Context: an optimization exercise on an open-source flow, tuned for small area. The choices shown serve that exercise and are no tape-out recipe. RTL that was checked went through simulation tests only; none was proved equivalent to the original. Only the layout flow was run in run 2; the RTL was not checked for function there. Power figures rest on the tool's default switching activity, not on a simulated workload.

==> design.v <==
module kt8_core (
    input  wire        clk,
    input  wire        rst,           
    input  wire        start,         
    input  wire [15:0] start_addr,    
    input  wire        suspend,       
    output reg         mem_req,
    output reg         mem_we,
    output reg  [15:0] mem_addr,
    output reg  [7:0]  mem_wdata,
    input  wire [7:0]  mem_rdata,
    input  wire        mem_ready,
    output wire        busy,
    output wire        halted,
    output wire        faulted,
    output wire [2:0]  fault_code,
    output wire        retire,
    output wire [15:0] pc,
    output wire [7:0]  a,
    output wire [7:0]  w,
    output wire [7:0]  x,
    output wire [7:0]  y,
    output wire [7:0]  z,
    output wire [7:0]  sp,
    output wire [7:0]  flags
);
    localparam [4:0] S_BND  = 5'd0,    
                     S_WAIT = 5'd1,    
                     S_OPF  = 5'd2,    
                     S_INC  = 5'd3,    
                     S_RD1  = 5'd4,    
                     S_RD2  = 5'd5,    
                     S_SHH  = 5'd6,    
                     S_IDX  = 5'd7,    
                     S_DSP  = 5'd8,    
                     S_RDM  = 5'd9,    
                     S_EX   = 5'd10,   
                     S_WR   = 5'd11,   
                     S_PCX  = 5'd12,   
                     S_ENDP = 5'd13,   
                     S_RET  = 5'd14,   
                     S_PSHT = 5'd15,   
                     S_SPX  = 5'd16,   
                     S_PMOV = 5'd17,   
                     S_INCJ = 5'd18,   
                     S_IDLE = 5'd24,
                     S_HALT = 5'd30;
    localparam [2:0] F_SEGMENT = 3'd1, F_HEADER = 3'd2, F_ILLEGAL = 3'd3,
                     F_STACK   = 3'd4, F_ADDRESS = 3'd5;
    reg [4:0]  state;
    reg [3:0]  cnt;
    reg        cy;         
    reg        ph;         
    reg        boot;       
    reg [15:0] rpc, ar;
    reg [15:0] endr;
    reg        e16;
    reg [7:0]  ra, rw, rx, ry, rz, rsp, t;
    reg [6:0]  op;
    reg        fn, fv, f4, f3, f2, fz, fc;
    wire ended = state[4] & state[3];
    assign busy       = ~ended;
    assign halted     = (state == S_HALT);
    assign faulted    = ended & (state[2:0] != 3'd0) & (state[2:0] != 3'd6) & (state[2:0] != 3'd7);
    assign fault_code = faulted ? state[2:0] : 3'd0;
    assign retire     = (state == S_RET);
    assign pc    = rpc;
    assign a     = ra;
    assign w     = rw;
    assign x     = rx;
    assign y     = ry;
    assign z     = rz;
    assign sp    = rsp;
    assign flags = {fn, fv, 1'b1, f4, f3, f2, fz, fc};
    localparam [4:0] K_NOP = 5'd0,  K_MOV = 5'd1,  K_LD  = 5'd2,  K_ST  = 5'd3,
                     K_JMP = 5'd4,  K_JMPI= 5'd5,  K_JFN = 5'd6,  K_RET = 5'd7,
                     K_BR  = 5'd8,  K_CLC = 5'd9,  K_SEC = 5'd10, K_CLO = 5'd11,
                     K_PHS = 5'd12, K_POS = 5'd13, K_PHA = 5'd14, K_POA = 5'd15,
                     K_CMP = 5'd16, K_AND = 5'd17, K_ORA = 5'd18, K_XOR = 5'd19,
                     K_ROL = 5'd20, K_ROR = 5'd21, K_BSR = 5'd22, K_BSL = 5'd23,
                     K_ADD = 5'd24, K_SUB = 5'd25, K_INC = 5'd26, K_DEC = 5'd27,
                     K_INR = 5'd28, K_DER = 5'd29, K_ILL = 5'd31;
    localparam [1:0] M_IMP = 2'd0, M_IMM = 2'd1, M_ABS = 2'd2, M_IDX = 2'd3;
    reg [4:0] kind;
    reg [1:0] mode;
    reg [2:0] rix;
    always @(*) begin
        kind = K_ILL;
        mode = M_IMP;
        rix  = 3'd1;
        case (op)
            7'd0:  kind = K_NOP;
            7'd1:  kind = K_MOV;
            7'd2:  begin kind = K_LD;  mode = M_ABS; rix = 3'd1; end
            7'd3:  begin kind = K_LD;  mode = M_IDX; rix = 3'd1; end
            7'd4:  begin kind = K_LD;  mode = M_IMM; rix = 3'd1; end
            7'd5:  begin kind = K_LD;  mode = M_ABS; rix = 3'd2; end
            7'd6:  begin kind = K_LD;  mode = M_IDX; rix = 3'd2; end
            7'd7:  begin kind = K_LD;  mode = M_IMM; rix = 3'd2; end
            7'd8:  begin kind = K_LD;  mode = M_ABS; rix = 3'd3; end
            7'd9:  begin kind = K_LD;  mode = M_IDX; rix = 3'd3; end
            7'd10: begin kind = K_LD;  mode = M_IMM; rix = 3'd3; end
            7'd11: begin kind = K_LD;  mode = M_ABS; rix = 3'd4; end
            7'd12: begin kind = K_LD;  mode = M_IDX; rix = 3'd4; end
            7'd13: begin kind = K_LD;  mode = M_IMM; rix = 3'd4; end
            7'd14: begin kind = K_LD;  mode = M_ABS; rix = 3'd5; end
            7'd15: begin kind = K_LD;  mode = M_IDX; rix = 3'd5; end
            7'd16: begin kind = K_LD;  mode = M_IMM; rix = 3'd5; end
            7'd17: begin kind = K_ST;  mode = M_ABS; rix = 3'd1; end
            7'd18: begin kind = K_ST;  mode = M_IDX; rix = 3'd1; end
            7'd19: begin kind = K_ST;  mode = M_ABS; rix = 3'd2; end
            7'd20: begin kind = K_ST;  mode = M_IDX; rix = 3'd2; end
            7'd21: begin kind = K_ST;  mode = M_ABS; rix = 3'd3; end
            7'd22: begin kind = K_ST;  mode = M_IDX; rix = 3'd3; end
            7'd23: begin kind = K_ST;  mode = M_ABS; rix = 3'd4; end
            7'd24: begin kind = K_ST;  mode = M_IDX; rix = 3'd4; end
            7'd25: begin kind = K_ST;  mode = M_ABS; rix = 3'd5; end
            7'd26: begin kind = K_ST;  mode = M_IDX; rix = 3'd5; end
            7'd27: kind = K_JMP;
            7'd28: kind = K_JMPI;
            7'd29: kind = K_JFN;
            7'd30: kind = K_RET;
            7'd31, 7'd32, 7'd33, 7'd34, 7'd35, 7'd36: kind = K_BR;
            7'd37: kind = K_CLC;
            7'd38: kind = K_SEC;
            7'd39: kind = K_CLO;
            7'd40: kind = K_PHS;
            7'd41: kind = K_POS;
            7'd42: kind = K_PHA;
            7'd43: kind = K_POA;
            7'd44: begin kind = K_CMP; mode = M_ABS; rix = 3'd1; end
            7'd45: begin kind = K_CMP; mode = M_IDX; rix = 3'd1; end
            7'd46: begin kind = K_CMP; mode = M_IMM; rix = 3'd1; end
            7'd47: begin kind = K_CMP; mode = M_ABS; rix = 3'd2; end
            7'd48: begin kind = K_CMP; mode = M_IDX; rix = 3'd2; end
            7'd49: begin kind = K_CMP; mode = M_IMM; rix = 3'd2; end
            7'd50: begin kind = K_CMP; mode = M_ABS; rix = 3'd3; end
            7'd51: begin kind = K_CMP; mode = M_IDX; rix = 3'd3; end
            7'd52: begin kind = K_CMP; mode = M_IMM; rix = 3'd3; end
            7'd53: begin kind = K_AND; mode = M_ABS; end
            7'd54: begin kind = K_AND; mode = M_IDX; end
            7'd55: begin kind = K_AND; mode = M_IMM; end
            7'd56: begin kind = K_ORA; mode = M_ABS; end
            7'd57: begin kind = K_ORA; mode = M_IDX; end
            7'd58: begin kind = K_ORA; mode = M_IMM; end
            7'd59: begin kind = K_XOR; mode = M_ABS; end
            7'd60: begin kind = K_XOR; mode = M_IDX; end
            7'd61: begin kind = K_XOR; mode = M_IMM; end
            7'd62: begin kind = K_ROL; mode = M_ABS; end
            7'd63: begin kind = K_ROL; mode = M_IMP; end
            7'd64: begin kind = K_ROR; mode = M_ABS; end
            7'd65: begin kind = K_ROR; mode = M_IMP; end
            7'd66: kind = K_BSR;
            7'd67: kind = K_BSL;
            7'd69: begin kind = K_ADD; mode = M_ABS; end
            7'd70: begin kind = K_ADD; mode = M_IDX; end
            7'd71: begin kind = K_ADD; mode = M_IMM; end
            7'd72: begin kind = K_SUB; mode = M_ABS; end
            7'd73: begin kind = K_SUB; mode = M_IDX; end
            7'd74: begin kind = K_SUB; mode = M_IMM; end
            7'd75: begin kind = K_INC; mode = M_ABS; end
            7'd76: begin kind = K_INC; mode = M_IDX; end
            7'd77: begin kind = K_DEC; mode = M_ABS; end
            7'd78: begin kind = K_DEC; mode = M_IDX; end
            7'd79: begin kind = K_INR; rix = 3'd2; end
            7'd80: begin kind = K_DER; rix = 3'd2; end
            7'd81: begin kind = K_INR; rix = 3'd3; end
            7'd82: begin kind = K_DER; rix = 3'd3; end
            default: kind = K_ILL;
        endcase
    end
    wire is_push = (kind == K_PHS) || (kind == K_PHA) || (kind == K_JFN);
    wire is_pop  = (kind == K_POS) || (kind == K_POA) || (kind == K_RET);
    wire is_stk  = is_push || is_pop;
    wire memop   = (mode == M_ABS) || (mode == M_IDX);
    wire rmw     = memop && ((kind == K_ROL) || (kind == K_ROR) ||
                             (kind == K_INC) || (kind == K_DEC));
    wire sp_zero = (rsp == 8'h00);
    wire sp_full = (rsp == 8'hFF);
    wire ar_hi1  = &ar[15:1];                  
    wire mov_ok  = (ar[15:11] == 5'd0) && (ar[10:8] != 3'd0) && (ar[10:9] != 2'b11) &&
                   (ar[7:3] == 5'd0)   && (ar[2:0] != 3'd0)  && (ar[2:1] != 2'b11);
    reg br_taken;
    always @(*) begin
        case (op[2:0])
            3'd7:    br_taken = !fc;    
            3'd0:    br_taken =  fc;    
            3'd1:    br_taken = !fz;    
            3'd2:    br_taken =  fz;    
            3'd3:    br_taken = !fn;    
            default: br_taken =  fn;    
        endcase
    end
    wire first = (cnt == 4'd0);
    reg  len16;
    always @(*) begin
        case (state)
            S_EX, S_SPX: len16 = 1'b0;
            S_PSHT:      len16 = (kind == K_JFN);
            S_PMOV:      len16 = (kind == K_RET) || (kind == K_JMPI);
            default:     len16 = 1'b1;
        endcase
    end
    wire last = len16 ? (cnt == 4'd15) : (cnt[2:0] == 3'd7);
    wire half_hi = (kind == K_RET) ? ph : ~ph;
    wire hsel    = (cnt[3] == half_hi);
    function [7:0] rf;
        input [2:0] i;
        begin
            case (i)
                3'd1:    rf = ra;
                3'd2:    rf = rw;
                3'd3:    rf = rx;
                3'd4:    rf = ry;
                default: rf = rz;
            endcase
        end
    endfunction
    wire [2:0] src_i = (kind == K_MOV) ? ar[10:8] : rix;
    wire [2:0] dst_i = (kind == K_MOV) ? ar[2:0]  : rix;
    wire [7:0] src_v = rf(src_i);
    wire [7:0] fl_v  = {fn, fv, 1'b1, f4, f3, f2, fz, fc};
    reg  u, bb, cinit;
    reg  res;
    reg  cy_n;
    wire cin  = first ? cinit : cy;
    wire sum  = u ^ bb ^ cin;
    wire cout = (u & bb) | (cin & (u ^ bb));
    reg pc_sh, ar_sh, end_sh, t_sh, sp_sh;
    reg pc_in, ar_in, end_in, t_in, sp_in;
    reg rf_sh_src, rf_sh_dst;    
    reg setnz, zacc;             
    reg last_c, last_v, last_ncmp;
    always @(*) begin
        u = 1'b0; bb = 1'b0; cinit = 1'b0; res = sum; cy_n = cout;
        pc_sh = 1'b0; ar_sh = 1'b0; end_sh = 1'b0; t_sh = 1'b0; sp_sh = 1'b0;
        pc_in = rpc[0]; ar_in = ar[0]; end_in = endr[0]; t_in = t[0]; sp_in = rsp[0];
        rf_sh_src = 1'b0; rf_sh_dst = 1'b0;
        setnz = 1'b0; zacc = 1'b0;
        last_c = 1'b0; last_v = 1'b0; last_ncmp = 1'b0;
        case (state)
            S_BND: begin
                u = rpc[0]; bb = ~endr[0]; cinit = 1'b1;
                pc_sh = 1'b1; end_sh = 1'b1;
                ar_sh = 1'b1; ar_in = rpc[0];
            end
            S_INC, S_INCJ: begin
                u = ar[0]; cinit = 1'b1;
                ar_sh = 1'b1; ar_in = sum;
                pc_sh = boot & ph; pc_in = sum;
            end
            S_SHH: begin
                ar_sh = 1'b1; ar_in = cnt[3] ? t[0] : ar[0];
                t_sh = cnt[3];
            end
            S_IDX: begin
                u = ar[0]; bb = rw[0];
                ar_sh = 1'b1; ar_in = cnt[3] ? 1'b0 : sum;
            end
            S_PCX: begin
                if (kind == K_JMP || kind == K_JFN) begin
                    u = ar[0]; ar_sh = 1'b1;
                end else
                    u = rpc[0];
                if (kind == K_BR && br_taken && !boot) begin
                    bb = cnt[3] ? t[7] : t[0];
                    t_sh = ~cnt[3];
                end else
                    bb = (cnt == 4'd0) | ((cnt == 4'd1) & ~boot);
                pc_sh = 1'b1; pc_in = sum;
            end
            S_ENDP: begin
                u = rpc[0]; bb = ar[0];
                pc_sh = 1'b1; ar_sh = 1'b1;
                end_sh = 1'b1; end_in = sum;
            end
            S_SPX: begin
                u = rsp[0]; bb = ~is_pop; cinit = is_pop;
                sp_sh = ~(is_pop & first & sp_full); sp_in = sum;
            end
            S_PSHT: begin
                if (kind == K_JFN) begin
                    pc_sh = 1'b1;
                    t_sh = 1'b1; t_in = hsel ? rpc[0] : t[0];
                end else begin
                    t_sh = 1'b1;
                    t_in = (kind == K_PHS) ? fl_v[cnt[2:0]] : ra[0];
                    rf_sh_src = (kind == K_PHA);    
                end
                if (first & sp_zero) begin t_sh = 1'b0; pc_sh = 1'b0; rf_sh_src = 1'b0; end
            end
            S_PMOV: begin
                if (kind == K_RET || kind == K_JMPI) begin
                    pc_sh = 1'b1;
                    pc_in = (hsel && !(kind == K_RET && !ph && sp_full)) ? t[0] : rpc[0];
                    t_sh = hsel; t_in = 1'b0;
                end else begin
                    t_sh = 1'b1; t_in = 1'b0;
                    res = t[0];
                    if (kind == K_POA) begin rf_sh_dst = 1'b1; setnz = 1'b1; zacc = 1'b1; end
                end
            end
            S_EX: begin
                case (kind)
                    K_LD: begin
                        res = t[0]; t_sh = 1'b1;
                        rf_sh_dst = 1'b1; setnz = 1'b1; zacc = 1'b1;
                    end
                    K_ST: begin
                        u = src_v[0]; res = u;
                        rf_sh_src = 1'b1; t_sh = 1'b1; t_in = res;
                    end
                    K_MOV: begin
                        u = src_v[0]; res = u;
                        rf_sh_src = 1'b1; rf_sh_dst = 1'b1; setnz = 1'b1; zacc = 1'b1;
                    end
                    K_CMP: begin
                        u = src_v[0]; bb = ~t[0]; cinit = 1'b1;
                        rf_sh_src = 1'b1; t_sh = 1'b1; zacc = 1'b1;
                        last_c = 1'b1; last_ncmp = 1'b1;
                    end
                    K_AND, K_ORA, K_XOR: begin
                        u = ra[0]; bb = t[0];
                        res = (kind == K_AND) ? (u & bb) : (kind == K_ORA) ? (u | bb) : (u ^ bb);
                        rf_sh_dst = 1'b1; t_sh = 1'b1; setnz = 1'b1; zacc = 1'b1;
                    end
                    K_ADD, K_SUB: begin
                        u = ra[0]; bb = t[0] ^ (kind == K_SUB); cinit = fc;
                        rf_sh_dst = 1'b1; t_sh = 1'b1; setnz = 1'b1; zacc = 1'b1;
                        last_c = 1'b1; last_v = 1'b1;
                    end
                    K_ROL, K_BSL: begin
                        u = memop ? t[0] : ra[0];
                        cinit = (kind == K_ROL) & fc;
                        res = cin; cy_n = u;
                        if (memop) begin t_sh = 1'b1; t_in = res; end
                        else rf_sh_dst = 1'b1;
                        setnz = 1'b1; zacc = (kind == K_ROL) & ~memop;
                        last_c = 1'b1;
                    end
                    K_ROR, K_BSR: begin
                        u = memop ? t[0] : ra[0];
                        res = last ? ((kind == K_ROR) & fc) : (memop ? t[1] : ra[1]);
                        cy_n = first ? u : cy;
                        if (memop) begin t_sh = 1'b1; t_in = res; end
                        else rf_sh_dst = 1'b1;
                        setnz = 1'b1; zacc = (kind == K_ROR) & ~memop;
                        last_c = 1'b1;
                    end
                    K_INC, K_DEC: begin
                        u = t[0]; bb = (kind == K_DEC); cinit = (kind == K_INC);
                        t_sh = 1'b1; t_in = res; setnz = 1'b1; zacc = 1'b1;
                    end
                    K_INR, K_DER: begin
                        u = src_v[0]; bb = (kind == K_DER); cinit = (kind == K_INR);
                        rf_sh_dst = 1'b1; setnz = 1'b1; zacc = 1'b1;
                    end
                    default: ;
                endcase
            end
            default: ;
        endcase
    end
    always @(*) begin
        mem_req   = (state == S_OPF) || (state == S_RD1) || (state == S_RD2) ||
                    (state == S_RDM) || (state == S_WR);
        mem_we    = (state == S_WR);
        mem_addr  = (is_stk && (state == S_RDM || state == S_WR)) ? {8'h01, rsp} : ar;
        mem_wdata = t;
    end
    wire xfer = mem_req && mem_ready;
    wire pass = (state == S_BND) || (state == S_INC) || (state == S_SHH) || (state == S_IDX) ||
                (state == S_EX)  || (state == S_PCX) || (state == S_ENDP) || (state == S_PSHT) ||
                (state == S_SPX) || (state == S_PMOV) || (state == S_INCJ);
    wire start_take = start && ended;
    wire clr = rst || start_take;
    wire [5:1] rf_en, rf_dst;
    genvar gi;
    generate for (gi = 1; gi <= 5; gi = gi + 1) begin : g_rf
        assign rf_dst[gi] = rf_sh_dst && (dst_i == gi);
        assign rf_en[gi]  = rf_dst[gi] || (rf_sh_src && (src_i == gi)) ||
                            (gi == 2 && state == S_IDX && !cnt[3]);
    end endgenerate
    always @(posedge clk) begin
        if (pc_sh)  rpc  <= {pc_in, rpc[15:1]};
        if (ar_sh)  ar   <= {ar_in, ar[15:1]};
        if (end_sh) endr <= {end_in, endr[15:1]};
        if (t_sh)   t    <= {t_in, t[7:1]};
        if (sp_sh)  rsp  <= {sp_in, rsp[7:1]};
        if (rf_en[1]) ra <= {rf_dst[1] ? res : ra[0], ra[7:1]};
        if (rf_en[2]) rw <= {rf_dst[2] ? res : rw[0], rw[7:1]};
        if (rf_en[3]) rx <= {rf_dst[3] ? res : rx[0], rx[7:1]};
        if (rf_en[4]) ry <= {rf_dst[4] ? res : ry[0], ry[7:1]};
        if (rf_en[5]) rz <= {rf_dst[5] ? res : rz[0], rz[7:1]};
        if (pass) cy <= cy_n;
        cnt <= (pass && !last) ? cnt + 4'd1 : 4'd0;
        if (setnz) fn <= res;
        if (zacc)  fz <= (first ? 1'b1 : fz) & ~res;
        if (last && last_c)    fc <= cy_n;
        if (last && last_v)    fv <= cin ^ cout;
        if (last && last_ncmp) fn <= ~cout;
        case (state)
            S_WAIT: begin
                if (boot || !suspend) begin
                    if (boot && ar[15:14] == 2'b00) state <= 5'b11000 | F_SEGMENT;
                    else if (ar_hi1)                state <= 5'b11000 | F_ADDRESS;
                    else                            state <= S_OPF;
                end
            end
            S_BND: if (last) state <= (cout && !e16) ? S_HALT : S_WAIT;
            S_OPF: if (xfer) begin
                op <= mem_rdata[6:0];
                ph <= 1'b0;
                if (boot ? (mem_rdata != 8'h7F) : mem_rdata[7])
                    state <= 5'b11000 | (boot ? F_HEADER : F_ILLEGAL);
                else
                    state <= S_INC;
            end
            S_INC: if (last) state <= ph ? S_RD2 : S_RD1;
            S_RD1: if (xfer) begin t <= mem_rdata; ph <= 1'b1; state <= S_INC; end
            S_RD2: if (xfer) begin ar[7:0] <= mem_rdata; state <= S_SHH; end
            S_SHH: if (last) state <= (mode == M_IDX && !boot) ? S_IDX : S_DSP;
            S_IDX: if (last) state <= S_DSP;
            S_DSP: begin
                ph <= 1'b0;
                if (boot) state <= S_PCX;
                else if (kind == K_ILL || (kind == K_MOV && !mov_ok))
                    state <= 5'b11000 | F_ILLEGAL;
                else case (kind)
                    K_JMPI: state <= (ar_hi1 && ar[0]) ? (5'b11000 | F_ADDRESS) : S_RDM;
                    K_NOP, K_JMP, K_BR: state <= S_PCX;
                    K_CLC: begin fc <= 1'b0; state <= S_PCX; end
                    K_SEC: begin fc <= 1'b1; state <= S_PCX; end
                    K_CLO: begin fv <= 1'b0; state <= S_PCX; end
                    K_JFN, K_PHS, K_PHA: state <= S_PSHT;
                    K_POS, K_POA, K_RET: state <= S_SPX;
                    default: state <= memop && (kind != K_ST) ? S_RDM : S_EX;
                endcase
            end
            S_RDM: if (xfer) begin
                t <= mem_rdata;
                state <= (is_pop || kind == K_JMPI) ? S_PMOV : S_EX;
            end
            S_EX: if (last) state <= (kind == K_ST || rmw) ? S_WR : S_PCX;
            S_WR: if (xfer) begin
                if (is_push) state <= S_SPX;
                else if (kind == K_RET && !ph) begin ph <= 1'b1; state <= S_SPX; end
                else state <= S_PCX;
            end
            S_SPX: begin
                if (first && is_pop && sp_full) state <= 5'b11000 | F_STACK;
                else if (last) begin
                    if (is_pop) state <= S_RDM;
                    else if (kind == K_JFN && !ph) begin ph <= 1'b1; state <= S_PSHT; end
                    else state <= S_PCX;
                end
            end
            S_PSHT: begin
                if (first && sp_zero) state <= 5'b11000 | F_STACK;
                else if (last) state <= S_WR;
            end
            S_PMOV: if (last) begin
                if (kind == K_JMPI) begin
                    if (!ph) begin ph <= 1'b1; state <= S_INCJ; end
                    else state <= S_PCX;
                end else
                    state <= S_WR;
            end
            S_INCJ: if (last) state <= S_RDM;
            S_PCX: if (last) begin
                if (boot) begin e16 <= cout; state <= S_ENDP; end
                else state <= S_RET;
            end
            S_ENDP: if (last) begin e16 <= e16 | cout; boot <= 1'b0; state <= S_BND; end
            S_RET: state <= S_BND;
            default: begin    
                if (start) begin
                    ar   <= start_addr;
                    boot <= 1'b1;
                    state <= S_WAIT;
                end
            end
        endcase
        if (state == S_PMOV && kind == K_POS && first) begin
            {fn, fv, f4, f3, f2, fz, fc} <= {t[7:6], t[4:0]};
        end
        if (clr) begin
            rpc <= 16'h0000;
            ra <= 8'h00; rw <= 8'h00; rx <= 8'h00; ry <= 8'h00; rz <= 8'h00;
            rsp <= 8'hFF;
            {fn, fv, f4, f3, f2, fz, fc} <= 7'b0000100;
        end
        if (rst) state <= S_IDLE;
    end
endmodule
==> run.sh <==
#!/bin/bash
# synth_recipe.tcl (not shown) runs the flow's synth.tcl, then flattens the netlist and writes it again
# the make line also repeats each setting of config.mk as NAME=value (left out here)
make -C /OpenROAD-flow-scripts/flow DESIGN_CONFIG=/design/flow/config.mk WORK_HOME=/design/flow/orfs CLKGATE_MAP_FILE= SYNTH_SCRIPT=/design/flow/synth_recipe.tcl finish
==> config.mk <==
export PLATFORM = sky130hd
export DESIGN_NAME = kt8_core
export DESIGN_NICKNAME = kt8_core
export VERILOG_FILES = /design/flow/design.v
export SDC_FILE = /design/flow/constraint.sdc
export NUM_CORES = 4
export LEC_CHECK = 0
export CAP_MARGIN = 20
export CORE_MARGIN = 2
export CORE_UTILIZATION = 40
export SLEW_MARGIN = 20
==> constraint.sdc <==
create_clock -name core_clock -period 10.0 [get_ports {clk}]
set_input_delay 2.0000 -clock core_clock [delete_from_list [all_inputs] [get_ports {clk}]]
set_output_delay 2.0000 -clock core_clock [all_outputs]
set_load 0.01 [all_outputs]
==> notes.md, run 1 <==
Post-synthesis mux area share = 0.120
Num rows = 56
Gr ovfl total = 0
Setup CP Type = input port to flop
CTS max path bufs = 2
Switching Fraction = 0.417
Sequential area share after synthesis = 0.325
Endpoints failing setup = 0
Library cells used by synthesis = 92
CP startpoint kind = input port
Initial antenna violation count = 0
First-pass GRT wire length = 50.9 mm
Antenna cells = 0
CTS sink cnt = 141
Final Wtd Congestion = 0.956
FF+latch count, synth = 141
Complex-gate fraction of the synthesized area = 0.233
Cts hold-fix bufs = 0
Slew HR = 0.205
DIE WIDTH = 158 um
Post-synthesis cell area = 9530 sq um
Initial core utilization = 0.407
Yosys top cell area share = 0.240
Count leader, synth = nor2_1
Area growth from synthesis to layout = 21.6%
Measured slew at the worst slew-check pin = 1.18 ns
Max_cap viols = 0
Comb power frac = 0.427
Post-CTS Setup Bufs = 0
Die H = 158 um
Filler instances = 2369
Total power density per cell area = 215 nW/um^2
Routed Antenna Nets = 0
Skew-Pair Late Insertion Delay = 0.44 ns
Sequential fraction of design power = 0.312
Mapped Nets = 1249
Pin count of the biggest net entering global routing = 61
First-pass DRT Iterations = 5
Syn Area/Cell = 7.89 sq um
Post-synthesis xor/xnor area fraction = 0.0110
Async SR Flop Fraction = 0
Vias = 9657
DRT Wirelength = 33.1 mm
Iter 0 DRT Violations = 887
Worst hold-check path type = flop to flop
Synthesis Warnings = 1
Int Pwr = 1.45 mW
Mapped Cells = 1208
Worst Path Required = 10.38 ns
DP Worst Slack = 4.21 ns
Setup ws final = 4.53 ns
CTS tree = done
Per-cell routed wire length = 20.4 um
GRT Util Overall = 0.264
Top cells by area, synth = dfxtp_1 24%, mux2i_1 9.5%, edfxtp_1 8.5%
Clock-pin slew on the worst setup and hold paths = 0.07 ns
Root buf cell = clkbuf_16
Fraction of layout cells with a size suffix above 1 = 0.0885
Fmax = 183 MHz
Sw power = 1.04 mW
Post-synth EDFFs = 27
Via count normalized by instance count = 5.97
Static leakage = 4.09 nW
DR DRC count = 0
Max IR drop VDD = 0.111 mV
I/O Pins = 134
Clock Skew = 0.0132 ns
Status = no timing/DRC/antenna violations
Simple-Gate Fraction of Synth Area = 0.236
H-tree levels = 4
Setup crit end kind = flop
Cts repair resizes = 0
Cts bufs inserted = 17
Vias in the first global route = 8692
Fin. max-slew vios = 0
Crit path max fanout = 19
Nets = 1327
Post-synthesis adder-cell area fraction = 0.0176
Port buffer count = 132
Hpwl dp = 23.6 mm
Clk pwr share = 0.261
Leading area contributor after synthesis = dfxtp_1
Period minus WS final = 5.47 ns
Ys flop type = dfxtp_1
Full die area = 25100 sq um
CORE AREA = 23400 sq um
Most common library cells after synthesis = 169 x nor2_1, 120 x nand2_1, 114 x dfxtp_1
Setup TNS = 0 ns
Data arrival at the endpoint of the critical path = 5.84 ns
Largest family of logic cells by synthesized area = simple AND/OR/NAND/NOR gates
Unrepaired setup endpoints after global routing = no
Final period utilization = 0.547
Final Hold Fails = 0
final timing paths:
kind	slack [ns]	cells after the start	endpoint	from
worst max-delay path	4.53	11	rix[0]	mem_ready
worst max register to register	5.46	13	fn	kind[0]
worst min-delay path	0.42	0	endr[8]	endr[9]
worst min register to register	0.42	0	endr[8]	endr[9]
flip-flops by register name (all words and copies together), names as in the netlist, 8 cells and up:
| name | cells |
|---|---|
| ar | 16 |
| endr | 16 |
| ra | 8 |
| rpc | 16 |
| rsp | 8 |
| rw | 8 |
| rx | 8 |
| ry | 8 |
| rz | 8 |
| t | 8 |
per-layer routing:
metal  GRT usage  vias to the layer above  part of all wire
met5           0                        -                 0
met4       0.106                        0             0.032
met3      0.0403                       59             0.069
met2       0.403                      421              0.46
met1       0.374                     4622              0.44
li1            -                     4555                 -
power by group through the flow:
| stage | logic, mW | clock network (mW) | registers [mW] |
|---|---|---|---|
| global placement | 1.05 | 0 | 0.786 |
| finish | 1.06 | 0.651 | 0.779 |
| detailed placement | 1.04 | 0 | 0.788 |
| global route | 1.16 | 0.687 | 0.789 |
| CTS | 1.05 | 0.664 | 0.776 |
| floorplan | 0.712 | 0 | 0.735 |
critical path: stages:
cell and delay [ns]:
clkdlybuf4s50_1 0.62, and3_1 0.91, mux2i_2 0.74, inv_1 0.22, ha_1 0.41, nand2b_1 0.26, nand3_1 0.11, a21oi_1 0.08
a211oi_1 0.26, a311oi_1 0.08, a21oi_1 0.13
kinds of logic (layout without fill, tap and decap cells):
family,after synthesis,count (layout)
other cells,1,1
simple gates,472,472
mux,109,109
compound gates,339,339
flops,141,141
fa+ha+maj,13,13
buf+inv,121,212
xor+xnor,12,12
metrics by stage:
step | hold WS [ns] | power, mW | util | cells | area (sq um)
2_1_floorplan | 0.400 | 1.45 | - | 1208 | 9530
3_3_place_gp | 0.403 | 1.83 | 0.469 | 1585 | 11000
3_5_place_dp | 0.405 | 1.83 | 0.469 | 1585 | 11000
4_1_cts | 0.420 | 2.49 | 0.494 | 1617 | 11600
5_1_grt | 0.424 | 2.63 | 0.495 | 1618 | 11600
6_report | 0.418 | 2.49 | 0.495 | 1618 | 11600
layout make-up:
| cell class | count | area, sq um | share of cell area |
|---|---|---|---|
| Timing Repair Buffer | 153 | 1480 | 0.128 |
| Inverter | 27 | 101 | 0.00875 |
| Sequential cell | 141 | 3090 | 0.267 |
| Multi-Input combinational cell | 946 | 5910 | 0.511 |
| Tap cell | 319 | 399 | 0.0345 |
| Clock inverter | 13 | 140 | 0.0121 |
| Clock buffer | 19 | 454 | 0.0392 |
layout by cell type, fill, tap and decap left out, types with 6 or more instances in the layout:
master / count
inv_1: 25
a22oi_1: 7
ha_1: 11
xor2_1: 7
o22ai_1: 12
a211oi_1: 9
nand3_1: 47
nand2b_1: 17
clkbuf_16: 18
nor2b_1: 19
dfxtp_1: 114
and3_1: 8
nand4_1: 14
a21oi_1: 84
buf_4: 21
edfxtp_1: 27
a31oi_1: 22
o211ai_1: 20
clkdlybuf4s50_1: 132
o21a_1: 7
nand2_1: 120
mux2i_1: 90
nor3_1: 25
mux2_2: 16
o2111ai_1: 6
nor2_1: 169
o221ai_1: 6
or2_2: 6
a31o_2: 6
nor4_1: 8
o21ai_0: 83
a21boi_0: 7
o31ai_1: 10
==> run 2: changes to the inputs <==
--- a/design.v
+++ b/design.v
@@ -26,23 +26,21 @@
 );
-    localparam [4:0] S_BND  = 5'd0,    
-                     S_WAIT = 5'd1,    
-                     S_OPF  = 5'd2,    
-                     S_INC  = 5'd3,    
-                     S_RD1  = 5'd4,    
-                     S_RD2  = 5'd5,    
-                     S_SHH  = 5'd6,    
-                     S_IDX  = 5'd7,    
-                     S_DSP  = 5'd8,    
-                     S_RDM  = 5'd9,    
-                     S_EX   = 5'd10,   
-                     S_WR   = 5'd11,   
-                     S_PCX  = 5'd12,   
-                     S_ENDP = 5'd13,   
-                     S_RET  = 5'd14,   
-                     S_PSHT = 5'd15,   
-                     S_SPX  = 5'd16,   
-                     S_PMOV = 5'd17,   
-                     S_INCJ = 5'd18,   
-                     S_IDLE = 5'd24,
-                     S_HALT = 5'd30;
+    localparam [4:0] S_BND  = 5'b00000,   
+                     S_INC  = 5'b00001,   
+                     S_SHH  = 5'b00010,   
+                     S_IDX  = 5'b00011,   
+                     S_PCX  = 5'b00100,   
+                     S_ENDP = 5'b00101,   
+                     S_PSHT = 5'b00110,   
+                     S_EX   = 5'b01000,   
+                     S_SPX  = 5'b01001,   
+                     S_OPF  = 5'b10000,   
+                     S_RD1  = 5'b10001,   
+                     S_RD2  = 5'b10010,   
+                     S_RDM  = 5'b10011,   
+                     S_WR   = 5'b10100,   
+                     S_WAIT = 5'b10101,   
+                     S_DSP  = 5'b10110,   
+                     S_RET  = 5'b10111,   
+                     S_IDLE = 5'b11000,
+                     S_HALT = 5'b11110;
     localparam [2:0] F_SEGMENT = 3'd1, F_HEADER = 3'd2, F_ILLEGAL = 3'd3,
@@ -53,2 +51,3 @@
     reg        ph;         
+    reg        ex;         
     reg        boot;       
@@ -63,3 +62,3 @@
     assign halted     = (state == S_HALT);
-    assign faulted    = ended & (state[2:0] != 3'd0) & (state[2:0] != 3'd6) & (state[2:0] != 3'd7);
+    assign faulted    = ended & (state[2:0] != 3'd0) & (state[2:1] != 2'b11);
     assign fault_code = faulted ? state[2:0] : 3'd0;
@@ -77,3 +76,3 @@
                      K_BR  = 5'd8,  K_CLC = 5'd9,  K_SEC = 5'd10, K_CLO = 5'd11,
-                     K_PHS = 5'd12, K_POS = 5'd13, K_PHA = 5'd14, K_POA = 5'd15,
+                     K_PHS = 5'd12, K_POS = 5'd13,
                      K_CMP = 5'd16, K_AND = 5'd17, K_ORA = 5'd18, K_XOR = 5'd19,
@@ -128,4 +127,4 @@
             7'd41: kind = K_POS;
-            7'd42: kind = K_PHA;
-            7'd43: kind = K_POA;
+            7'd42: kind = K_ST;    
+            7'd43: kind = K_LD;    
             7'd44: begin kind = K_CMP; mode = M_ABS; rix = 3'd1; end
@@ -171,6 +170,6 @@
     end
-    wire is_push = (kind == K_PHS) || (kind == K_PHA) || (kind == K_JFN);
-    wire is_pop  = (kind == K_POS) || (kind == K_POA) || (kind == K_RET);
+    wire is_push = (op == 7'd29) || (op == 7'd40) || (op == 7'd42);    
+    wire is_pop  = (op == 7'd30) || (op == 7'd41) || (op == 7'd43);    
     wire is_stk  = is_push || is_pop;
-    wire memop   = (mode == M_ABS) || (mode == M_IDX);
+    wire memop   = mode[1];
     wire rmw     = memop && ((kind == K_ROL) || (kind == K_ROR) ||
@@ -193,15 +192,7 @@
     end
+    wire pass  = ~state[4];
     wire first = (cnt == 4'd0);
-    reg  len16;
-    always @(*) begin
-        case (state)
-            S_EX, S_SPX: len16 = 1'b0;
-            S_PSHT:      len16 = (kind == K_JFN);
-            S_PMOV:      len16 = (kind == K_RET) || (kind == K_JMPI);
-            default:     len16 = 1'b1;
-        endcase
-    end
-    wire last = len16 ? (cnt == 4'd15) : (cnt[2:0] == 3'd7);
-    wire half_hi = (kind == K_RET) ? ph : ~ph;
-    wire hsel    = (cnt[3] == half_hi);
+    wire last  = (cnt[2:0] == 3'd7) && (cnt[3] || state[3]);
+    wire hsel_ar = (cnt[3] == ph);       
+    wire hsel_pc = (cnt[3] == ~ph);      
     function [7:0] rf;
@@ -246,10 +237,10 @@
             end
-            S_INC, S_INCJ: begin
+            S_INC: begin
                 u = ar[0]; cinit = 1'b1;
                 ar_sh = 1'b1; ar_in = sum;
-                pc_sh = boot & ph; pc_in = sum;
+                pc_sh = boot & ~ph; pc_in = ar[0];
             end
             S_SHH: begin
-                ar_sh = 1'b1; ar_in = cnt[3] ? t[0] : ar[0];
-                t_sh = cnt[3];
+                ar_sh = 1'b1; ar_in = hsel_ar ? t[0] : ar[0];
+                t_sh = 1'b1; t_in = (hsel_ar && is_pop) ? 1'b0 : t[0];
             end
@@ -260,3 +251,3 @@
             S_PCX: begin
-                if (kind == K_JMP || kind == K_JFN) begin
+                if (kind == K_JMP || kind == K_JFN || kind == K_JMPI || kind == K_RET) begin
                     u = ar[0]; ar_sh = 1'b1;
@@ -264,3 +255,3 @@
                     u = rpc[0];
-                if (kind == K_BR && br_taken && !boot) begin
+                if (kind == K_BR && br_taken) begin
                     bb = cnt[3] ? t[7] : t[0];
@@ -268,3 +259,3 @@
                 end else
-                    bb = (cnt == 4'd0) | ((cnt == 4'd1) & ~boot);
+                    bb = (cnt[3:1] == 3'd0);
                 pc_sh = 1'b1; pc_in = sum;
@@ -278,25 +269,7 @@
                 u = rsp[0]; bb = ~is_pop; cinit = is_pop;
-                sp_sh = ~(is_pop & first & sp_full); sp_in = sum;
+                sp_sh = 1'b1; sp_in = sum;
             end
             S_PSHT: begin
-                if (kind == K_JFN) begin
-                    pc_sh = 1'b1;
-                    t_sh = 1'b1; t_in = hsel ? rpc[0] : t[0];
-                end else begin
-                    t_sh = 1'b1;
-                    t_in = (kind == K_PHS) ? fl_v[cnt[2:0]] : ra[0];
-                    rf_sh_src = (kind == K_PHA);    
-                end
-                if (first & sp_zero) begin t_sh = 1'b0; pc_sh = 1'b0; rf_sh_src = 1'b0; end
-            end
-            S_PMOV: begin
-                if (kind == K_RET || kind == K_JMPI) begin
-                    pc_sh = 1'b1;
-                    pc_in = (hsel && !(kind == K_RET && !ph && sp_full)) ? t[0] : rpc[0];
-                    t_sh = hsel; t_in = 1'b0;
-                end else begin
-                    t_sh = 1'b1; t_in = 1'b0;
-                    res = t[0];
-                    if (kind == K_POA) begin rf_sh_dst = 1'b1; setnz = 1'b1; zacc = 1'b1; end
-                end
+                pc_sh = 1'b1;
+                t_sh = 1'b1; t_in = hsel_pc ? rpc[0] : t[0];
             end
@@ -304,7 +277,7 @@
                 case (kind)
-                    K_LD: begin
-                        res = t[0]; t_sh = 1'b1;
+                    K_LD: begin    
+                        res = t[0]; t_sh = 1'b1; t_in = is_pop ? 1'b0 : t[0];
                         rf_sh_dst = 1'b1; setnz = 1'b1; zacc = 1'b1;
                     end
-                    K_ST: begin
+                    K_ST: begin    
                         u = src_v[0]; res = u;
@@ -312,2 +285,8 @@
                     end
+                    K_PHS: begin
+                        t_sh = 1'b1; t_in = fl_v[cnt[2:0]];
+                    end
+                    K_POS: begin
+                        t_sh = 1'b1; t_in = 1'b0;
+                    end
                     K_MOV: begin
@@ -363,5 +342,6 @@
     end
+    wire push_flt = is_push && sp_zero;
     always @(*) begin
         mem_req   = (state == S_OPF) || (state == S_RD1) || (state == S_RD2) ||
-                    (state == S_RDM) || (state == S_WR);
+                    (state == S_RDM) || (state == S_WR && !push_flt);
         mem_we    = (state == S_WR);
@@ -371,5 +351,2 @@
     wire xfer = mem_req && mem_ready;
-    wire pass = (state == S_BND) || (state == S_INC) || (state == S_SHH) || (state == S_IDX) ||
-                (state == S_EX)  || (state == S_PCX) || (state == S_ENDP) || (state == S_PSHT) ||
-                (state == S_SPX) || (state == S_PMOV) || (state == S_INCJ);
     wire start_take = start && ended;
@@ -401,2 +378,4 @@
         if (last && last_ncmp) fn <= ~cout;
+        if (state == S_EX && kind == K_POS && first)
+            {fn, fv, f4, f3, f2, fz, fc} <= {t[7:6], t[4:0]};
         case (state)
@@ -413,2 +392,3 @@
                 ph <= 1'b0;
+                ex <= 1'b0;
                 if (boot ? (mem_rdata != 8'h7F) : mem_rdata[7])
@@ -421,3 +401,4 @@
             S_RD2: if (xfer) begin ar[7:0] <= mem_rdata; state <= S_SHH; end
-            S_SHH: if (last) state <= (mode == M_IDX && !boot) ? S_IDX : S_DSP;
+            S_SHH: if (last) state <= (ex && is_pop) ? S_WR :
+                                      (mode == M_IDX && !boot) ? S_IDX : S_DSP;
             S_IDX: if (last) state <= S_DSP;
@@ -425,2 +406,3 @@
                 ph <= 1'b0;
+                ex <= 1'b1;
                 if (boot) state <= S_PCX;
@@ -428,4 +410,10 @@
                     state <= 5'b11000 | F_ILLEGAL;
+                else if (is_pop)
+                    state <= sp_full ? (5'b11000 | F_STACK) : S_SPX;
                 else case (kind)
-                    K_JMPI: state <= (ar_hi1 && ar[0]) ? (5'b11000 | F_ADDRESS) : S_RDM;
+                    K_JMPI: begin
+                        if (ex) state <= S_PCX;
+                        else if (ar_hi1 && ar[0]) state <= 5'b11000 | F_ADDRESS;
+                        else state <= S_RD1;
+                    end
                     K_NOP, K_JMP, K_BR: state <= S_PCX;
@@ -434,5 +422,4 @@
                     K_CLO: begin fv <= 1'b0; state <= S_PCX; end
-                    K_JFN, K_PHS, K_PHA: state <= S_PSHT;
-                    K_POS, K_POA, K_RET: state <= S_SPX;
-                    default: state <= memop && (kind != K_ST) ? S_RDM : S_EX;
+                    K_JFN: state <= S_PSHT;
+                    default: state <= (memop && kind != K_ST) ? S_RDM : S_EX;
                 endcase
@@ -441,30 +428,21 @@
                 t <= mem_rdata;
-                state <= (is_pop || kind == K_JMPI) ? S_PMOV : S_EX;
-            end
-            S_EX: if (last) state <= (kind == K_ST || rmw) ? S_WR : S_PCX;
-            S_WR: if (xfer) begin
-                if (is_push) state <= S_SPX;
-                else if (kind == K_RET && !ph) begin ph <= 1'b1; state <= S_SPX; end
-                else state <= S_PCX;
+                state <= (kind == K_RET) ? S_SHH : S_EX;
             end
-            S_SPX: begin
-                if (first && is_pop && sp_full) state <= 5'b11000 | F_STACK;
-                else if (last) begin
-                    if (is_pop) state <= S_RDM;
-                    else if (kind == K_JFN && !ph) begin ph <= 1'b1; state <= S_PSHT; end
-                    else state <= S_PCX;
+            S_EX: if (last) state <= (kind == K_ST || rmw || is_stk) ? S_WR : S_PCX;
+            S_WR: begin
+                if (push_flt) state <= 5'b11000 | F_STACK;
+                else if (xfer) begin
+                    if (is_push) state <= S_SPX;
+                    else if (kind == K_RET && !ph) begin
+                        ph <= 1'b1;
+                        state <= sp_full ? (5'b11000 | F_STACK) : S_SPX;
+                    end else state <= S_PCX;
                 end
             end
-            S_PSHT: begin
-                if (first && sp_zero) state <= 5'b11000 | F_STACK;
-                else if (last) state <= S_WR;
-            end
-            S_PMOV: if (last) begin
-                if (kind == K_JMPI) begin
-                    if (!ph) begin ph <= 1'b1; state <= S_INCJ; end
-                    else state <= S_PCX;
-                end else
-                    state <= S_WR;
+            S_SPX: if (last) begin
+                if (is_pop) state <= S_RDM;
+                else if (kind == K_JFN && !ph) begin ph <= 1'b1; state <= S_PSHT; end
+                else state <= S_PCX;
             end
-            S_INCJ: if (last) state <= S_RDM;
+            S_PSHT: if (last) state <= S_WR;
             S_PCX: if (last) begin
@@ -483,5 +461,2 @@
         endcase
-        if (state == S_PMOV && kind == K_POS && first) begin
-            {fn, fv, f4, f3, f2, fz, fc} <= {t[7:6], t[4:0]};
-        end
         if (clr) begin
==> flow/run.sh (new file) <==
#!/bin/bash
# probe: run the standard flow unchanged
bash standard.sh > standard.log 2>&1
==> standard.sh (new file) <==
#!/bin/bash
# synth_recipe.tcl (not shown) runs the flow's synth.tcl, then flattens the netlist and writes it again
# the make line also repeats each setting of config.mk as NAME=value (left out here)
make -C /OpenROAD-flow-scripts/flow DESIGN_CONFIG=/design/flow/config.mk WORK_HOME=/design/flow/orfs CLKGATE_MAP_FILE= SYNTH_SCRIPT=/design/flow/synth_recipe.tcl "${@:-finish}"
removed: run.sh
==> run 2 against run 1 <==
Effect of this change:
- largest cell class unchanged
- still clean on timing, DRC and antenna
- wire length decreased by 4.8%
- non-clock buffer count down 2
- total power increased by 12%
- global-route usage shrank 0.87 points
- worst setup slack worse by 0.11 ns
- core utilization is 0.50 points higher
- critical path depth fell by 1
==> notes.md, run 2 <==
I/O Pins = 134 (unchanged)
Routed Antenna Nets = 0 (unchanged)
Antenna cells = 0 (unchanged)
Fin util = 0.500 (+0.00499)
Mapped Cells = 1147 (-5.0%)
Setup TNS = 0 ns (unchanged)
Worst hold slack = 0.421 ns (+0.00300 ns)
Cells after DPL = 1520 (-4.1%)
Final period utilization = 0.558 (+0.0108)
Most common library cells after synthesis = 114 x dfxtp_1, 109 x nor2_1, 105 x nand2_1
Vias in the first global route = 8258 (-5.0%)
Number of buffers and inverters on the critical path = 2 (unchanged)
Worst hold-check path type = flop to flop
Area after DPL = 10800 sq um (-1.8%)
Post-synthesis cell area = 9320 sq um (-2.2%)
Via count normalized by instance count = 5.95 (-0.23%)
Count leader, synth = dfxtp_1
CP startpoint kind = input port
Worst Path Required = 10.35 ns (-0.03 ns)
Nets = 1265 (-4.7%)
Cts repair resizes = 0 (unchanged)
CORE AREA = 22800 sq um (-2.7%)
GRT Util Overall = 0.255 (-0.00867)
Async SR Flop Fraction = 0 (unchanged)
Yosys top cell area share = 0.245 (+0.00531)
DRT Wirelength = 31.5 mm (-4.8%)
Gr ovfl total = 0 (unchanged)
Initial antenna violation count = 0 (unchanged)
Period minus WS final = 5.58 ns (+0.108 ns)
Vias = 9242 (-4.3%)
Final Hold Fails = 0 (unchanged)
Setup CP Type = input port to flop
Filler instances = 2237 (-5.6%)
Commonest non-fill, non-tap cell in the layout = clkdlybuf4s50_1
CP peak stage delay = 0.74 ns (-0.17 ns)
Full die area = 24500 sq um (-2.1%)
HP Start = endr[12]
Iter 0 DRT Violations = 1155 (+30%)
Root buf cell = clkbuf_16
Total power density per cell area = 245 nW/um^2 (+14%)
Max_cap viols = 0 (unchanged)
Hpwl dp = 22.8 mm (-3.5%)
Leading area contributor after synthesis = dfxtp_1
Library cells used by synthesis = 96 (+4.3%)
Min-Delay Path Depth = 0 (unchanged)
Synthesis Warnings = 1 (unchanged)
Fin area = 11400 sq um (-1.7%)
Ys flop type = dfxtp_1
R2R Setup Slk = 5.38 ns (-0.08 ns)
FF+latch count, synth = 142 (+0.71%)
Area growth from synthesis to layout = 22.2%
Hold endpoint = endr[11]
Max IR drop VDD = 0.105 mV (-4.8%)
Crit-path cells = clkdlybuf4s50_1 -> nor3b_2 -> nand2_2 -> mux2i_2 -> inv_2 -> ha_1 -> nor3_1 -> o2bb2ai_1 -> a211o_1 -> a32oi_1
Top cells by area, synth = dfxtp_1 24%, edfxtp_1 9.0%, mux2i_1 8.4%
Fin. max-slew vios = 0 (unchanged)
Skew-Pair Late Insertion Delay = 0.43 ns (about the same)
Largest registers in the final layout = ar (16), endr (16), rpc (16)
CTS sink cnt = 142 (+0.71%)
CTS max path bufs = 2 (unchanged)
Worst r2r src = kind[0]
Reg2reg end = t[7]
Die H = 157 um (-1.1%)
Cts bufs inserted = 17 (unchanged)
Measured slew at the worst slew-check pin = 1.09 ns (-0.0856 ns)
Crit path max fanout = 12 (-7)
Comb power frac = 0.463 (+0.036)
Port buffer count = 132 (unchanged)
CTS tree = done
Fmax = 179 MHz (-1.9%)
Post-synth EDFFs = 28 (+3.7%)
Syn Area/Cell = 8.12 sq um (+3.0%)
CP delay by family, top = simple AND/OR/NAND/NOR gates
Unrepaired setup endpoints after global routing = no
Sw power = 1.23 mW (+18%)
Commonest cells after routing, fill and taps aside = 132 x clkdlybuf4s50_1, 114 x dfxtp_1, 109 x nor2_1, 105 x nand2_1, 83 x o21ai_0
Per-cell routed wire length = 20.3 um (-0.74%)
Switching Fraction = 0.440 (+0.0231)
Sequential fraction of design power = 0.304 (-0.008)
Sequential area share after synthesis = 0.335 (+0.0104)
Endpoints failing setup = 0 (unchanged)
Post-CTS Setup Bufs = 0 (unchanged)
Num rows = 55 (-1.8%)
Slew HR = 0.274 (+0.0681)
Int Pwr = 1.56 mW (+7.5%)
Final cell count without fillers = 1552 (-4.1%)
Mapped Nets = 1186 (-5.0%)
Crit-path slowest cell = clkdlybuf4s50_1
Static leakage = 4.13 nW (+0.84%)
DIE WIDTH = 157 um (-1.1%)
Clk pwr share = 0.233 (-0.028)
Clock-pin slew on the worst setup and hold paths = 0.06 ns (about the same)
R2R cell count = 15 (+2)
Initial core utilization = 0.409 (+0.00209)
Clock Skew = 0.0142 ns (+0.000994 ns)
DR DRC count = 0 (unchanged)
Pin count of the biggest net entering global routing = 58 (-4.9%)
Data arrival at the endpoint of the critical path = 5.92 ns (+0.08 ns)
Cts hold-fix bufs = 0 (unchanged)
Status = no timing/DRC/antenna violations
H-tree levels = 4 (unchanged)
Fraction of layout cells with a size suffix above 1 = 0.0815 (-0.00701)
Setup crit end kind = flop
Final Wtd Congestion = 0.954 (-0.23%)
First-pass DRT Iterations = 6 (+1)
First-pass GRT wire length = 48.5 mm (-4.8%)
## run 2: cell count changes in the layout (fill, tap and decap cells not counted), moves of 7 or more
cell,delta
o21ai_1,+7
nor2_1,-60
a22oi_1,+8
o211ai_1,-8
nand2_1,-15
and2_1,+8
mux2i_1,-12
a21oi_1,-18
## run 2: worst max-delay path by stage
stage | start | endpoint | slack [ns] | cells past startpoint
floorplan | mem_ready | memop | 5.81 | 9
global placement | mem_ready | memop | 4.20 | 10
detailed placement | mem_ready | memop | 4.10 | 10
CTS | mem_ready | memop | 4.54 | 10
global route | mem_ready | memop | 4.26 | 10
finish | mem_ready | memop | 4.42 | 10
## run 2: power groups by stage
| stage | Clock, mW | Combinational, mW | Sequential (mW) |
|---|---|---|---|
| finish | 0.652 | 1.29 | 0.848 |
| global route | 0.688 | 1.40 | 0.861 |
| CTS | 0.664 | 1.27 | 0.844 |
| detailed placement | 0 | 1.26 | 0.856 |
| global placement | 0 | 1.27 | 0.855 |
| floorplan | 0 | 0.870 | 0.776 |
## run 2: cells by family (layout without fill, tap and decap cells)
family,after synthesis,after routing,share of synthesized area
AND/OR/NAND/NOR,416,416,0.222
multiplexers,103,103,0.118
flip-flops,142,142,0.335
adder cells (fa/ha/maj),10,10,0.0142
other,1,1,0.000402
AO/OA/AOI/OAI,343,343,0.244
buffers and inverters,122,214,0.0572
XOR/XNOR,10,10,0.00940
## run 2: worst reg2reg max path, stage by stage (launching register included)
cell and delay, ns:
dfxtp_1 0.83, nor2b_1 0.78, and4_1 0.33, or2_1 0.19, o21ai_0 0.14, nand3_1 0.11
a22o_1 0.17, a31oi_1 0.11, fa_1 0.81, nand3_1 0.12, o21ai_0 0.10, a21oi_1 0.10
nor3_1 0.19, o2111a_1 0.21, o311ai_1 0.11, a31o_1 0.23
## run 2: layout make-up
cell class | count | area [sq um] | share of cell area
Multi-Input combinational cell | 883 | 5680 | 0.499
Sequential cell | 142 | 3120 | 0.274
Timing Repair Buffer | 151 | 1460 | 0.129
Clock buffer | 19 | 454 | 0.0399
Tap cell | 313 | 392 | 0.0344
Clock inverter | 13 | 151 | 0.0133
Inverter | 31 | 116 | 0.0102
## run 2: layer usage
| metal | share of wire | routed length [um] | global-route usage |
|---|---|---|---|
| met4 | 0.023 | 709 | 0.0830 |
| met3 | 0.076 | 2390 | 0.0468 |
| met1 | 0.45 | 14100 | 0.359 |
| met5 | 0 | 0 | 0 |
| met2 | 0.45 | 14300 | 0.395 |
## run 2: through the flow
stage          power, mW  setup slack [ns]
2_1_floorplan       1.65              5.81
3_3_place_gp        2.12              4.20
4_1_cts             2.78              4.54
6_report            2.79              4.42
3_5_place_dp        2.12              4.10
5_1_grt             2.95              4.26
==> run 3: changes to the inputs <==
--- a/design.v
+++ b/design.v
@@ -121,3 +121,3 @@
             7'd30: kind = K_RET;
-            7'd31, 7'd32, 7'd33, 7'd34, 7'd35, 7'd36: kind = K_BR;
+            7'd31, 7'd32, 7'd33, 7'd34, 7'd35, 7'd36: begin kind = K_BR; rix = op[2:0]; end
             7'd37: kind = K_CLC;
@@ -183,3 +183,3 @@
     always @(*) begin
-        case (op[2:0])
+        case (rix)
             3'd7:    br_taken = !fc;    
==> flow/run.sh (replaced) <==
#!/bin/bash
# Standard layout, with the smallest buffer on the ports and a small clock tree.
set -euo pipefail
export BUFFER_PORTS_ARGS="-buffer_cell sky130_fd_sc_hd__buf_1"
export CTS_ARGS="-sink_clustering_enable -repair_clock_nets -dont_use_dummy_load -buf_list sky130_fd_sc_hd__clkbuf_8 -sink_clustering_size 20"
bash standard.sh > standard.log 2>&1
--- a/config.mk
+++ b/config.mk
@@ -7,2 +7,3 @@
 export LEC_CHECK = 0
+export ABC_AREA = 1
 export CAP_MARGIN = 20
==> run 3 against run 2 <==
Effect of this change:
- critical path type is now flop to output port
- count of clock-buffer cells in the layout shrank 2
- critical endpoint is now mem_addr[6]
- clock skew grew 0.018 ns
- clock power down 47%
- first-iteration DRC count down 30%
- sequential power fell by 11%
- global-route usage increased by 2.9 points
- fmax rose by 2.4%
- design area fell by 17%
- non-clock buffer count fell by 12
- combinational power is 32% lower
- die area down 8.6%
==> notes.md, run 3 <==
Status = no timing/DRC/antenna violations
Async SR Flop Fraction = 0 (unchanged)
Crit-path slowest cell = edfxtp_1
Setup ws final = 4.56 ns (+0.132 ns)
FF+latch count, synth = 132 (-7.0%)
Period minus WS final = 5.44 ns (-0.132 ns)
Cts repair resizes = 0 (unchanged)
Crit path max fanout = 22 (+10)
Num rows = 53 (-3.6%)
Skew-Pair Late Insertion Delay = 0.45 ns (+0.02 ns)
CP delay by family, top = simple AND/OR/NAND/NOR gates
Crit-path cells = inv_2 -> nor2_2 -> nand2_1 -> nor2_1 -> nor2_1 -> nand2_1 -> nor2_1 -> a21oi_1 -> buf_4 -> inv_1 -> o21ai_0 -> buf_1
Most common library cells after synthesis = 276 x nand2_1, 231 x nor2_1, 162 x inv_1
Full die area = 22400 sq um (-8.6%)
Setup crit end kind = output port
Synthesis Warnings = 1 (unchanged)
Vias in the first global route = 8888 (+7.6%)
Per-cell routed wire length = 18.4 um (-9.3%)
CTS tree = done
Mapped Nets = 1374 (+16%)
Max IR drop VDD = 0.109 mV (+3.8%)
Iter 0 DRT Violations = 810 (-30%)
Clock Skew = 0.0319 ns (+0.0177 ns)
Clock-pin slew on the worst setup and hold paths = 0.09 ns (+0.03 ns)
Cts bufs inserted = 17 (unchanged)
Data arrival at the endpoint of the critical path = 3.44 ns (-2.48 ns)
Cts hold-fix bufs = 0 (unchanged)
Fmax = 184 MHz (+2.4%)
Final Wtd Congestion = 1.00 (+5.3%)
Count leader, synth = nand2_1
DR DRC count = 0 (unchanged)
Final Hold Fails = 0 (unchanged)
GRT Util Overall = 0.284 (+0.0290)
Library cells used by synthesis = 49 (-49%)
CTS sink cnt = 132 (-7.0%)
Commonest cells after routing, fill and taps aside = 276 x nand2_1, 231 x nor2_1, 161 x inv_1, 132 x buf_1, 121 x o21ai_0
Syn Area/Cell = 6.35 sq um (-22%)
Setup CP Type = flop to output port
Gr ovfl total = 0 (unchanged)
Unrepaired setup endpoints after global routing = no
Max_cap viols = 0 (unchanged)
CP peak stage delay = 0.56 ns (-0.18 ns)
Antenna cells = 0 (unchanged)
CP most frequent cell = nor2_1
Post-synthesis cell area = 8500 sq um (-8.8%)
Fraction of layout cells with a size suffix above 1 = 0.0583 (-0.0233)
Post-CTS Setup Bufs = 0 (unchanged)
Static leakage = 4.37 nW (+5.9%)
Area growth from synthesis to layout = 11.1%
Vias = 9680 (+4.7%)
Sequential area share after synthesis = 0.344 (+0.00886)
Hpwl dp = 24.7 mm (+8.3%)
DIE WIDTH = 150 um (-4.4%)
Slew HR = 0.372 (+0.0984)
CP startpoint kind = flop
I/O Pins = 134 (unchanged)
Fin. max-slew vios = 0 (unchanged)
Worst hold-check path type = flop to flop
Worst Path Required = 8.00 ns (-2.35 ns)
Endpoints failing setup = 0 (unchanged)
Total power density per cell area = 209 nW/um^2 (-15%)
Nets = 1496 (+18%)
Ys flop type = dfxtp_1
CTS max path bufs = 2 (unchanged)
Port buffer count = 132 (unchanged)
First-pass DRT Iterations = 6 (unchanged)
Die H = 150 um (-4.4%)
Total chip power = 1.97 mW (-29%)
Yosys top cell area share = 0.245 (about the same)
Pin count of the biggest net entering global routing = 60 (+3.4%)
Setup TNS = 0 ns (unchanged)
Cells after DPL = 1717 (+13%)
Mapped Cells = 1339 (+17%)
CORE AREA = 21000 sq um (-8.0%)
H-tree levels = 4 (unchanged)
Final period utilization = 0.544 (-0.0132)
Routed Antenna Nets = 0 (unchanged)
DRT Wirelength = 31.9 mm (+1.3%)
Post-synth EDFFs = 28 (unchanged)
Final cell count without fillers = 1734 (+12%)
Initial core utilization = 0.405 (-0.00364)
Commonest non-fill, non-tap cell in the layout = nand2_1
Top cells by area, synth = dfxtp_1 25%, nand2_1 12%, nor2_1 10%
Measured slew at the worst slew-check pin = 0.939 ns (-0.151 ns)
Root buf cell = clkbuf_8
Largest registers in the final layout = ar (16), endr (16), rpc (16)
Initial antenna violation count = 0 (unchanged)
First-pass GRT wire length = 49.4 mm (+2.0%)
Via count normalized by instance count = 5.58 (-6.3%)
Leading area contributor after synthesis = dfxtp_1
DP Worst Slack = 5.17 ns (+1.08 ns)
Number of buffers and inverters on the critical path = 4 (+2)
==> run 3: changes by cell type in the layout (fill, tap and decap cells not counted), sizes merged, moves of 36 or more <==
cell / before / now
nor2: 113 / 246
inv: 37 / 177
nand2: 106 / 290
buf: 19 / 139
clkdlybuf4s50: 132 / 0
o21ai: 95 / 131
mux2i: 83 / 1
nand3: 42 / 108
==> run 3: worst register-to-register path: stages (launching register included) <==
cell and delay (ns):
edfxtp_1 0.45, nor2_1 0.42, nand2_1 0.33, o21ai_1 0.35
a21oi_1 0.10, nand3_1 0.27, nor2_1 0.11, nand3_1 0.14
nor2_2 0.09, nor2_2 0.09, nand3_2 0.13, a21oi_1 0.15
o21ai_0 0.10, o2111ai_1 0.12, a21oi_1 0.09, fa_1 0.69
o22ai_1 0.14, nor3_1 0.21, nand3_1 0.12, nand2_1 0.07
nand2_1 0.04, nand2_1 0.09, nand2_1 0.05, nand2_1 0.05
nand2_1 0.04
==> run 3: logic make-up after synthesis <==
group / after synthesis / share of synthesized area
buffers and inverters: 216 / 0.101
AO/OA/AOI/OAI: 261 / 0.175
adder cells (fa/ha/maj): 6 / 0.00972
AND/OR/NAND/NOR: 720 / 0.367
multiplexers: 1 / 0.00118
XOR/XNOR: 2 / 0.00206
other: 1 / 0.000441
flip-flops: 132 / 0.344
==> run 3: cell type report <==
type | instances | area (sq um)
fill | 2334 | 11500
multi-input combinational | 991 | 4720
sequential | 132 | 2920
inverter | 180 | 676
timing repair buffer | 139 | 548
tap | 275 | 344
clock buffer | 17 | 234
==> run 3: final timing paths <==
| check | from | to | slack, ns | cells past startpoint |
|---|---|---|---|---|
| setup / recovery | op[1] | mem_addr[6] | 4.56 | 12 |
| hold / removal | endr[4] | endr[3] | 0.41 | 0 |
| setup reg to reg | op[3] | t[7] | 5.43 | 24 |
| hold reg to reg | endr[4] | endr[3] | 0.41 | 0 |
==> run 3: routing by layer <==
metal  vias up  GRT usage  wire length (um)
met4         0      0.124              1420
li1       4663          -                 -
met3        93     0.0470              2160
met2       436      0.444             14200
met5         -          0                 0
met1      4488      0.388             14100
==> run 3: power by group <==
part / leakage, nW / switching, mW / internal (mW)
clock: 0.122 / 0.194 / 0.150
combinational: 3.15 / 0.619 / 0.257
sequential: 1.10 / 0.113 / 0.642
total: 4.37 / 0.925 / 1.05
==> run 3: metrics by stage <==
step / utilization / instance area (sq um) / hold slack, ns
2_1_floorplan: - / 8500 / 0.400
3_3_place_gp: 0.439 / 9210 / 0.402
3_5_place_dp: 0.439 / 9210 / 0.406
4_1_cts: 0.451 / 9440 / 0.411
5_1_grt: 0.451 / 9440 / 0.428
6_report: 0.451 / 9440 / 0.413
==> run 4: changes to the inputs <==
==> flow/run.sh (replaced) <==
#!/bin/bash
# The standard layout (standard.sh), changed in three ways:
#  - synthesis maps the logic with a deeper area-oriented ABC script
#    (flow/abc_deep.script); everything else in synth_recipe.tcl is unchanged,
#    so the registers are the standard synthesis's;
#  - ports are buffered with the smallest buffer (buf_1);
#  - the clock tree uses clkbuf_8 buffers and no dummy loads.
# Each tool's output is in orfs/logs; make's output is in standard.log.
set -euo pipefail
HERE=$PWD
{
  echo "proc abc {args} {"
  echo "  set i [lsearch \$args -script]"
  echo "  set args [lreplace \$args [expr {\$i+1}] [expr {\$i+1}] $HERE/flow/abc_deep.script]"
  echo "  yosys abc {*}\$args"
  echo "}"
  cat synth_recipe.tcl
} > my_synth.tcl
sed "s#SYNTH_SCRIPT=[^ ]*#SYNTH_SCRIPT=$HERE/my_synth.tcl#" standard.sh > my_standard.sh
export BUFFER_PORTS_ARGS="-buffer_cell sky130_fd_sc_hd__buf_1"
export CTS_ARGS="-sink_clustering_enable -repair_clock_nets -dont_use_dummy_load -buf_list sky130_fd_sc_hd__clkbuf_8 -sink_clustering_size 20"
bash my_standard.sh > standard.log 2>&1
==> flow/abc_deep.script (new file) <==
strash
&get -n
&deepsyn -T 60
&put
dch -f
amap
topo
dnsize
==> run 4 against run 3 <==
Effect of this change:
- non-clock buffer count fell by 1
- worst hold slack got worse by 0.0014 ns
- register-to-register slack worse by 2.6 ns
- critical path depth is 15 higher
- combinational power decreased by 23%
- sequential power is 5.4% lower
- critical endpoint is now fz
==> notes.md, run 4 <==
Status = no timing/DRC/antenna violations
Pin count of the biggest net entering global routing = 28 (-53%)
HP Start = endr[2]
Via count normalized by instance count = 6.01 (+7.6%)
Cts repair resizes = 0 (unchanged)
Area growth from synthesis to layout = 14.6%
Post-synth EDFFs = 28 (unchanged)
Crit-path slowest cell = fa_1
Routed Antenna Nets = 0 (unchanged)
Unrepaired setup endpoints after global routing = no
Gr ovfl total = 0 (unchanged)
CP startpoint = op[5]
Post-CTS Setup Bufs = 0 (unchanged)
Setup CP Type = flop to flop
FF+latch count, synth = 132 (unchanged)
Data arrival at the endpoint of the critical path = 7.49 ns (+4.05 ns)
I/O Pins = 134 (unchanged)
GRT Util Overall = 0.288 (+0.00410)
Final period utilization = 0.720 (+0.175)
Largest registers in the final layout = ar (16), endr (16), rpc (16)
CTS sink cnt = 132 (unchanged)
Slew HR = 0.377 (+0.00557)
Port buffer count = 132 (unchanged)
Hpwl dp = 20.5 mm (-17%)
First-pass DRT Iterations = 5 (-1)
Vias in the first global route = 6987 (-21%)
Clock-pin slew on the worst setup and hold paths = 0.07 ns (-0.02 ns)
Ys flop type = dfxtp_1
Iter 0 DRT Violations = 750 (-7.4%)
Vias = 7427 (-23%)
CP most frequent cell = clkinv_1
CP delay by family, top = compound AO/OA/AOI/OAI gates
CTS max path bufs = 2 (unchanged)
Post-synthesis cell area = 6840 sq um (-20%)
Commonest non-fill, non-tap cell in the layout = clkinv_1
Syn Area/Cell = 7.87 sq um (+24%)
Initial core utilization = 0.411 (+0.00547)
Root buf cell = clkbuf_8
Async SR Flop Fraction = 0 (unchanged)
Clock Skew = 0.0316 ns (-0.000314 ns)
Crit path max fanout = 5 (-77%)
CORE AREA = 16600 sq um (-21%)
Nets = 1053 (-30%)
Antenna cells = 0 (unchanged)
CTS tree = done
DIE WIDTH = 135 um (-10%)
Final Wtd Congestion = 1.05 (+4.7%)
Yosys top cell area share = 0.304 (+0.0594)
Per-cell routed wire length = 21.2 um (+15%)
Full die area = 18200 sq um (-19%)
Measured slew at the worst slew-check pin = 0.931 ns (-0.00723 ns)
Number of buffers and inverters on the critical path = 6 (+2)
Max IR drop VDD = 0.120 mV (+9.6%)
Fmax = 139 MHz (-24%)
Final Hold Fails = 0 (unchanged)
Cts hold-fix bufs = 0 (unchanged)
Cts bufs inserted = 17 (unchanged)
Worst Path Required = 10.30 ns (+2.30 ns)
H-tree levels = 4 (unchanged)
Worst hold slack = 0.411 ns (-0.00139 ns)
Setup crit end kind = flop
Fin. max-slew vios = 0 (unchanged)
Most common library cells after synthesis = 159 x clkinv_1, 139 x nor2_1, 104 x dfxtp_1
Skew-Pair Late Insertion Delay = 0.45 ns (about the same)
DR DRC count = 0 (unchanged)
Worst r2r src = op[5]
Initial antenna violation count = 0 (unchanged)
Area after DPL = 7600 sq um (-17%)
First-pass GRT wire length = 39.8 mm (-19%)
Leading area contributor after synthesis = dfxtp_1
Sequential area share after synthesis = 0.427 (+0.0834)
==> run 4: layer usage <==
| layer | up-vias | track usage | share of wire |
|---|---|---|---|
| met5 | - | 0 | 0 |
| met4 | 0 | 0.152 | 0.049 |
| met3 | 80 | 0.0736 | 0.093 |
| met2 | 442 | 0.414 | 0.42 |
| met1 | 3420 | 0.398 | 0.43 |
| li1 | 3485 | - | - |
==> run 4: final timing paths <==
path / end / cells past startpoint / slack (ns)
setup reg to reg: fz / 27 / 2.80
hold reg to reg: endr[1] / 0 / 0.41
hold / removal: endr[1] / 0 / 0.41
setup / recovery: fz / 27 / 2.80
==> run 4: cells by family after synthesis <==
kind of cell / after synthesis / synth area share
fa+ha+maj: 6 / 0.0121
simple gates: 303 / 0.195
flops: 132 / 0.427
other cells: 1 / 0.000548
buf+inv: 167 / 0.0960
compound gates: 260 / 0.269
==> run 4: layout make-up <==
cell class | count | area, sq um
timing repair buffer | 138 | 541
tap | 220 | 275
multi-input combinational | 570 | 3270
fill | 1746 | 8800
inverter | 159 | 597
clock buffer | 17 | 234
sequential | 132 | 2920
==> run 4: stage by stage <==
stage | util | std cells
after floorplan | - | 869
after global placement | 0.457 | 1219
after detailed placement | 0.457 | 1219
after CTS | 0.471 | 1236
after global routing | 0.471 | 1236
final | 0.471 | 1236
==> run 4: report_power, final <==
| group | total [mW] | leakage [nW] | internal (mW) | switching (mW) |
|---|---|---|---|---|
| sequential | 0.713 | 1.10 | 0.622 | 0.0910 |
| clock | 0.340 | 0.122 | 0.150 | 0.190 |
| combinational | 0.676 | 1.24 | 0.197 | 0.479 |
| total | 1.73 | 2.46 | 0.969 | 0.760 |

## re-timing with driven ports
In the flow no input, the clock included, has a driving cell. The finished layouts below were timed again as built, in two steps. Step 1 sets driving cells, clkbuf_16 on the clock port and buf_2 on the other inputs (assumed; they add their load-dependent delay and slew). Step 2 also shifts input and output timing later by t, the mid clock arrival at the registers, as if the neighbouring blocks saw the same clock. Slacks: ideal / step 1 / step 2; pairs: ideal / step 1.
run | t, ns | slack for setup (ns) | worst hold slack (ns) | worst setup path at the end
run 1 | 0.484 | 4.532 / 4.552 / 4.068 | 0.418 / 0.418 / 0.418 | input to register
run 2 | 0.474 | 4.424 / 4.436 / 3.962 | 0.421 / 0.421 / 0.421 | input to register
run 3 | 0.482 | 4.555 / 4.512 / 4.994 | 0.413 / 0.413 / 0.413 | register to output
run 4 | 0.479 | 2.804 / 2.804 / 2.804 | 0.411 / 0.411 / 0.411 | register to register
After both steps setup and hold are still met in every run listed. For run 1, which loses most, drivers alone change the setup slack by +0.020 ns; drivers and shift together by -0.464 ns.
